From an optimization exercise on the open Yosys and OpenROAD flow, aimed at small area, a short achievable clock period and few clock cycles per item; shortcuts taken in it are not production practice. Only simulation tests tie the RTL to the original design; equivalence was not proved. No driver is modelled on the clock port, so clocking that relies on it looks cheaper here than on a real chip.

## run M
==> module rpe_m31, before the edit <==
module rpe_m31 (
    input  wire        clk,
    input  wire        rst,
    input  wire        in_valid,
    output wire        in_ready,
    input  wire [30:0] in_x0,
    input  wire [30:0] in_x1,
    input  wire [30:0] in_x2,
    output wire        out_valid,
    input  wire        out_ready,
    output wire [30:0] out_x0,
    output wire [30:0] out_x1,
    output wire [30:0] out_x2
);
    localparam integer NL = 2;             
    localparam integer CW = 2;             
    localparam [3:0] LAST_ROUND = 4'd13;
    localparam [5:0] LAST_OP    = 6'd47;
    reg           fill;      
    reg           run;       
    reg           outp;      
    reg  [CW-1:0] cnt;       
    reg           in_rdy;    
    reg           out_vld;   
    wire take_in  = in_rdy & in_valid;
    wire take_out = out_vld & out_ready;
    reg  [1:0]  c_slot;
    reg  [5:0]  c_op;        
    reg  [3:0]  c_round;
    reg         c_pro;       
    reg         c_fin;       
    reg         k_aconst;    
    reg         k_brd, k_bx0, k_bx1, k_bx2, k_bx3;    
    reg         k_crc, k_crd;                       
    reg         k_wx, k_wx3;                        
    reg         k_last;
    reg  [1:0]  k_row;       
    reg  [1:0]  k_off;       
    reg  [3:0]  k_round;
    reg         k_half;
    wire [30:0] mds_val;
    wire [30:0] rc_val;
    rpe_rom u_rom (
        .row     (k_row),
        .off     (k_off),
        .mds_val (mds_val),
        .round   (k_round),
        .half    (k_half),
        .rc_val  (rc_val)
    );
    wire [31*3*(NL+1)-1:0] lane_x;         
    assign lane_x[93*NL +: 93] = {93{1'b0}};
    genvar gi;
    generate
        for (gi = 0; gi < NL; gi = gi + 1) begin : g_lane
            wire ld_in   = fill & (cnt == gi);
            wire ld_next = take_out;
            wire hold    = ~ld_in & ~ld_next & ~run;
            rpe_lane u_lane (
                .clk      (clk),
                .k_aconst (k_aconst),
                .k_brd    (k_brd), .k_bx0 (k_bx0), .k_bx1 (k_bx1), .k_bx2 (k_bx2), .k_bx3 (k_bx3),
                .k_crc    (k_crc), .k_crd (k_crd),
                .k_wx     (k_wx),  .k_wx3 (k_wx3),
                .mds_val  (mds_val),
                .rc_val   (rc_val),
                .ld_in    (ld_in),
                .ld_next  (ld_next),
                .rot      (run),
                .hold     (hold),
                .in_x     ({in_x2, in_x1, in_x0}),
                .next_x   (lane_x[93*(gi+1) +: 93]),
                .x        (lane_x[93*gi +: 93])
            );
        end
    endgenerate
    assign in_ready  = in_rdy;
    assign out_valid = out_vld;
    assign out_x0    = lane_x[0  +: 31];
    assign out_x1    = lane_x[31 +: 31];
    assign out_x2    = lane_x[62 +: 31];
    reg         d_aconst, d_brd, d_bx0, d_bx1, d_bx2, d_bx3, d_crc, d_crd, d_wx, d_wx3, d_last;
    reg  [1:0]  d_off;
    always @(*) begin
        d_aconst = 1'b0;
        d_brd = 1'b1; d_bx0 = 1'b0; d_bx1 = 1'b0; d_bx2 = 1'b0; d_bx3 = 1'b0;
        d_crc = 1'b0; d_crd = 1'b0;
        d_wx = 1'b0; d_wx3 = 1'b0; d_last = 1'b0;
        d_off = 2'd0;
        if (c_pro) begin
            d_aconst = 1'b1; d_off = 2'd3;
            d_brd = 1'b0; d_bx0 = 1'b1;
        end else if (c_fin) begin
            d_wx = 1'b1;
            d_last = (c_slot == 2'd2);
        end else begin
            case (c_op)
            6'd0, 6'd6: d_wx = 1'b1;                       
            6'd1, 6'd9, 6'd10, 6'd11, 6'd38, 6'd39, 6'd40, 6'd42, 6'd43: ;   
            6'd13, 6'd14, 6'd15, 6'd16, 6'd18, 6'd19, 6'd20, 6'd21: ;       
            6'd23, 6'd24, 6'd25, 6'd26, 6'd28, 6'd29, 6'd30, 6'd31: ;       
            6'd33, 6'd34, 6'd35, 6'd36: ;                                   
            6'd8: d_wx3 = 1'b1;                            
            6'd2, 6'd7, 6'd41, 6'd44: begin                
                d_brd = 1'b0; d_bx0 = 1'b1;
            end
            6'd12, 6'd17, 6'd22, 6'd27, 6'd32, 6'd37: begin    
                d_brd = 1'b0; d_bx3 = 1'b1;
            end
            6'd3, 6'd45: begin                             
                d_aconst = 1'b1; d_off = 2'd0;
                d_crc = 1'b1; d_wx = 1'b1;
            end
            6'd4, 6'd46: begin                             
                d_aconst = 1'b1; d_off = 2'd1;
                d_brd = 1'b0; d_bx1 = 1'b1; d_crd = 1'b1;
            end
            6'd5, 6'd47: begin                             
                d_aconst = 1'b1; d_off = 2'd2;
                d_brd = 1'b0; d_bx2 = 1'b1; d_crd = 1'b1;
            end
            default: ;
            endcase
        end
    end
    always @(posedge clk) begin
        if (rst) begin
            fill    <= 1'b1;
            run     <= 1'b0;
            outp    <= 1'b0;
            cnt     <= {CW{1'b0}};
            in_rdy  <= 1'b1;
            out_vld <= 1'b0;
        end else if (fill) begin
            if (take_in) begin
                cnt <= cnt + 1'b1;
                if (cnt == NL - 1) begin
                    fill   <= 1'b0;
                    run    <= 1'b1;
                    in_rdy <= 1'b0;
                end
            end else if (cnt != {CW{1'b0}}) begin
                fill   <= 1'b0;
                run    <= 1'b1;
                in_rdy <= 1'b0;
            end
        end else if (run) begin
            if (k_last) begin
                run     <= 1'b0;
                outp    <= 1'b1;
                out_vld <= 1'b1;
            end
        end else if (outp) begin
            if (out_ready) begin
                cnt <= cnt - 1'b1;
                if (cnt == 1) begin
                    outp    <= 1'b0;
                    out_vld <= 1'b0;
                    fill    <= 1'b1;
                    in_rdy  <= 1'b1;
                end
            end
        end
    end
    always @(posedge clk) begin
        if (~run) begin
            k_aconst <= 1'b1; k_off <= 2'd3; k_row <= 2'd0;
            k_brd <= 1'b0; k_bx0 <= 1'b1; k_bx1 <= 1'b0; k_bx2 <= 1'b0; k_bx3 <= 1'b0;
            k_crc <= 1'b0; k_crd <= 1'b0; k_wx <= 1'b0; k_wx3 <= 1'b0; k_last <= 1'b0;
            k_round <= 4'd0; k_half <= 1'b0;
            c_slot <= 2'd1; c_op <= 6'd0; c_round <= 4'd0; c_pro <= 1'b1; c_fin <= 1'b0;
        end else begin
            k_aconst <= d_aconst; k_off <= d_off; k_row <= c_slot;
            k_brd <= d_brd; k_bx0 <= d_bx0; k_bx1 <= d_bx1; k_bx2 <= d_bx2; k_bx3 <= d_bx3;
            k_crc <= d_crc; k_crd <= d_crd; k_wx <= d_wx; k_wx3 <= d_wx3;
            k_last <= d_last;
            k_round <= c_round; k_half <= (c_op >= 6'd6);
            if (c_slot != 2'd2) begin
                c_slot <= c_slot + 2'd1;
            end else begin
                c_slot <= 2'd0;
                if (c_pro) begin
                    c_pro <= 1'b0;
                end else if (c_op != LAST_OP) begin
                    c_op <= c_op + 6'd1;
                end else begin
                    c_op <= 6'd0;
                    if (c_round != LAST_ROUND) c_round <= c_round + 4'd1;
                    else c_fin <= 1'b1;
                end
            end
        end
    end
endmodule
==> flow/config.mk <==
export PLATFORM = sky130hd
export DESIGN_NAME = rpe_m31
export DESIGN_NICKNAME = rpe_m31
export VERILOG_FILES = /design/flow/design.v
export SDC_FILE = /design/flow/constraint.sdc
export NUM_CORES = 4
export LEC_CHECK = 0
export CAP_MARGIN = 20
export CORE_MARGIN = 2
export CORE_UTILIZATION = 40
export PLACE_DENSITY = 0.6
export SLEW_MARGIN = 20
==> flow/constraint.sdc <==
create_clock -name core_clock -period 25.0 [get_ports {clk}]
set_input_delay 5.0000 -clock core_clock [delete_from_list [all_inputs] [get_ports {clk}]]
set_output_delay 5.0000 -clock core_clock [all_outputs]
set_load 0.01 [all_outputs]
standard.sh (not shown) runs the stock make flow with config.mk's settings and CLKGATE_MAP_FILE= SYNTH_SCRIPT=/design/flow/synth_recipe.tcl, a recipe that flattens the netlist after the stock synthesis.
==> flow/flow/run.sh <==
#!/bin/bash
# The standard layout (the standard.sh: ORFS with the standard synthesis),
# with changes only to how hard timing repair works and to the port buffers:
#  - the port buffers that every input and output gets start as buf_1 cells
#    (timing repair upsizes the ones on critical paths);
#  - timing repair is asked to leave more setup slack than the 25 ns clock
#    needs, so that it also works on the paths that set the achieved period:
#    up to CTS it aims at 6.5 ns; after CTS the paths to the output ports are
#    measured (clock tree delay, flip-flop and port buffer), and the repair after
#    global routing aims just below that floor, since the internal paths need
#    not be faster than the output paths.
# The clock, the constraints and every other step stay as they are.
set -o pipefail
BUF="BUFFER_PORTS_ARGS=-buffer_cell sky130_fd_sc_hd__buf_1"
bash standard.sh SETUP_SLACK_MARGIN=18.5 "$BUF" cts > flow_to_cts.log 2>&1 || exit 1
openroad -no_init -exit flow/measure.tcl > measure.log 2>&1
M=$(awk '/^OUTSLACK/ { m = $2 + 0.05; if (m > 19.3) m = 19.3; if (m < 15) m = 15; printf "%.2f", m }' measure.log)
if [ -z "$M" ]; then M=18.5; fi
echo "margin after CTS: $M" > margin.log
bash standard.sh SETUP_SLACK_MARGIN=$M "$BUF" finish > flow_finish.log 2>&1
==> flow/flow/measure.tcl <==
# Worst setup slack of the paths to the output ports after CTS (placement
# parasitics): the output paths set a floor on the period that timing repair
# of the internal paths cannot lower.
set res orfs/results/sky130hd/rpe_m31/base
set plat $::env(FLOW_HOME)/platforms/sky130hd
read_db $res/4_cts.odb
read_liberty $plat/lib/sky130_fd_sc_hd__tt_025C_1v80.lib
read_sdc $res/4_cts.sdc
source $plat/setRC.tcl
estimate_parasitics -placement
set_propagated_clock [all_clocks]
set paths [find_timing_paths -path_delay max -to [all_outputs] -group_path_count 1]
puts "OUTSLACK [get_property [lindex $paths 0] slack]"
puts "WORSTSLACK [sta::worst_slack_cmd max]"
Run M completed every stage of the flow, and the final layout passed the timing, design-rule and antenna checks.
Testbench counts of run M, summed over its fixed seeds: cycles 64,832, items 64.
--- input diff run M..run E ---
--- a/flow/design.v
+++ b/flow/design.v
@@ -1830,8 +1830,8 @@
     output wire [30:0] out_x1,
     output wire [30:0] out_x2
 );
-    localparam integer NL = 2;             
-    localparam integer CW = 2;             
+    localparam integer NL = 4;             
+    localparam integer CW = 3;             
     localparam [3:0] LAST_ROUND = 4'd13;
     localparam [5:0] LAST_OP    = 6'd47;
     reg           fill;      
Going from run M to run E, vias after detailed routing rose by 51,251; sum of overflow across all layers after global routing essentially unchanged; clock skew dropped 12 ps. Against run M, the final cell area of run E is higher. Initial antenna violation count ended up 46 higher on run E than on run M.
Testbench counts of run E, summed over its fixed seeds: cycles 32,480, items 64.

[separate check: timing with driven ports]
The flow's constraints put no driver on any port. The routed layouts listed below were extracted and timed again, unchanged, in two steps.
Step 1, drivers: a clkbuf_16 drives clk and a buf_2 each remaining input, both assumed.
Step 2 adds t to the input delays and takes it off the output delays; t is the mean of the earliest and latest rising clock arrival at the registers after step 1. Input paths then give back, and output paths get back, about the clock's delay inside the block.
a / b / c = ideal ports / drivers / drivers and shift; a / b = the first two.
run | shift t [ns] | setup WS [ns] | pins driven straight from the clock port
run M | 0.777 | 18.566 / 18.483 / 17.961 | 1
run E | 0.994 | 18.523 / 18.415 / 17.644 | 1
After both steps setup and hold are still met in every run listed. For run E, which loses most, drivers alone change the setup slack by -0.108 ns; drivers and shift together by -0.879 ns.
